Source: an optimization exercise on an open RTL-to-GDS flow (aim: small area, a short achievable clock period and few clock cycles). Production flows keep margins and buffers that such runs may drop. Only simulation tests tie the RTL to the original design; equivalence was not proved. Power and IR drop assume default switching activity.

Design dem_encoder, start of the top module:
module dem_encoder (
    input  wire        clk,
    input  wire        rst,         
    input  wire        start,
    input  wire [15:0] in_len,      
    input  wire [15:0] out_cap,     
    output wire        busy,
    output reg         done,
    output reg         fail,
    output reg  [3:0]  cause,       
    output reg  [15:0] out_len,     
    output wire        rd_en,
    output wire [13:0] rd_addr,     
    input  wire [31:0] rd_data,
    output wire        out_valid,
    output wire [7:0]  out_data,
    input  wire        out_ready
);
    localparam [31:0] OUTW = 32'h8000_0000;
    localparam [2:0] S_SCAN = 3'd0,    
                     S_PAY  = 3'd1,    
                     S_CEND = 3'd2,    
                     S_LAST = 3'd3,    
                     S_F8   = 3'd4,    
                     S_DONE = 3'd5,    
                     S_BAD  = 3'd6;    
    localparam [1:0] K_REC = 2'd0, K_CHUNK = 2'd1, K_F8 = 2'd2;
    reg         run;
    reg  [2:0]  st;
    reg  [13:0] n_w;
    reg  [13:0] ra;           
    reg         iv;           
    reg         ilast;        
    reg         rq_v;
    reg         rq_last;
    reg  [31:0] rq;           
    reg  [31:0] p;            
    reg         bq_v;
    reg         bq_last;
    reg  [31:0] bq;           
    reg  [2:0]  bc;           
    reg         bu;           
    reg         eoi;          
    reg         rec_v;
    reg  [2:0]  t;
    reg  [8:0]  c;            
    reg  [31:0] pb;           
    reg  [3:0]  n4;           
    reg         ovf;          
    reg         first;        
    reg  [13:0] ri;           
    reg         ov;
    reg  [1:0]  oph;          
    reg  [7:0]  od;           
    reg  [8:0]  oc;
    reg  [31:0] ob;
    reg  [2:0]  onb;          
    reg         rae;          
    reg  [15:0] rem;          
    reg         room;
    function [15:0] inc16(input [15:0] x);
        reg cy; integer i;
        begin cy = 1'b1; for (i = 0; i < 16; i = i + 1) begin inc16[i] = x[i] ^ cy; cy = cy & x[i]; end end
    endfunction
    function [15:0] dec16(input [15:0] x);
        reg bw; integer i;
        begin bw = 1'b1; for (i = 0; i < 16; i = i + 1) begin dec16[i] = x[i] ^ bw; bw = bw & ~x[i]; end end
    endfunction
    function [31:0] sub32(input [31:0] a, input [31:0] b);
  ...
Size: about 300 flip-flops, about 120 I/O pins, ~17000 sq um of cells after synthesis.
clock: 10.0 ns
lec_check: 0
cap_margin: 20
core_margin: 2
core_utilization: 40
cts_buf_list: sky130_fd_sc_hd__clkbuf_4 sky130_fd_sc_hd__clkbuf_8
setup_slack_margin: 5
slew_margin: 20
tns_end_percent: 100
standard.sh (not shown) runs the stock make flow with config.mk's settings and CLKGATE_MAP_FILE= SYNTH_SCRIPT=/design/flow/synth_recipe.tcl, a recipe that flattens the netlist after the stock synthesis.
==> flow/flow/run.sh <==
#!/bin/bash
# The standard layout (standard.sh: the standard synthesis and ORFS flow) with three
# changes: plain buf_1 port buffers, no CTS dummy loads, and the setup repair aimed
# 6.5 ns below the clock period. Each run's full output goes to standard.log.
set -euo pipefail
bash standard.sh SETUP_SLACK_MARGIN=6.5 \
  "BUFFER_PORTS_ARGS=-buffer_cell sky130_fd_sc_hd__buf_1" \
  "CTS_ARGS=-sink_clustering_enable -repair_clock_nets -buf_list {sky130_fd_sc_hd__clkbuf_4 sky130_fd_sc_hd__clkbuf_8} -dont_use_dummy_load" \
  finish > standard.log 2>&1
The baseline produced a clean layout.
Testbench counts at the start, summed over its fixed seeds: cycles 44,927.
Edit:
==> flow/flow/run.sh (replaced) <==
#!/bin/bash
# The standard layout (standard.sh: the standard synthesis and ORFS flow) with three
# changes: plain buf_1 port buffers, no CTS dummy loads, and the setup repair aimed
# 7 ns below the clock period. Each run's full output goes to standard.log.
set -euo pipefail
bash standard.sh SETUP_SLACK_MARGIN=7 \
  "BUFFER_PORTS_ARGS=-buffer_cell sky130_fd_sc_hd__buf_1" \
  "CTS_ARGS=-sink_clustering_enable -repair_clock_nets -buf_list {sky130_fd_sc_hd__clkbuf_4 sky130_fd_sc_hd__clkbuf_8} -dont_use_dummy_load" \
  finish > standard.log 2>&1
Wire length climbs by 7.8%.
Non-clock buffer count rose by 111.
Power increases by 3.6%.
Via count is higher by 5.3%.
Setup slack is about the same.
Register-to-register slack is about the same.
Utilization grows by 5.5 points.
Cell area came out higher by 10%.

## afterwards: timing with drivers on the ports
No port has a modelled driver above. Below, the same layouts with a new extraction and two added sets of constraints.
Step 1 (the two cells are an assumption about what drives the block):
set clk [get_ports {clk}]
set_driving_cell -lib_cell sky130_fd_sc_hd__clkbuf_16 $clk
set_driving_cell -lib_cell sky130_fd_sc_hd__buf_2 [delete_from_list [all_inputs] $clk]
Step 2 adds t to the input delays and takes it off the output delays; t is the mean of the earliest and latest rising clock arrival at the registers after step 1. Input paths then give back, and output paths get back, about the clock's delay inside the block.
a / b / c = ideal / step 1 / step 2; a / b = the first two.
run	t (ns)	slack for setup (ns)	hold WS [ns]	clock arrival spread, ns	pins driven straight from the clock port
the first run	0.666	6.087 / 6.087 / 5.597	0.423 / 0.423 / 0.423	0.098 / 0.097	1
the second run	0.674	6.088 / 6.088 / 5.521	0.424 / 0.424 / 0.424	0.113 / 0.113	1
After both steps every run listed still meets setup and hold. The setup slack of the second run, which loses most, moves by 0.000 ns with the drivers and by -0.567 ns with both steps.
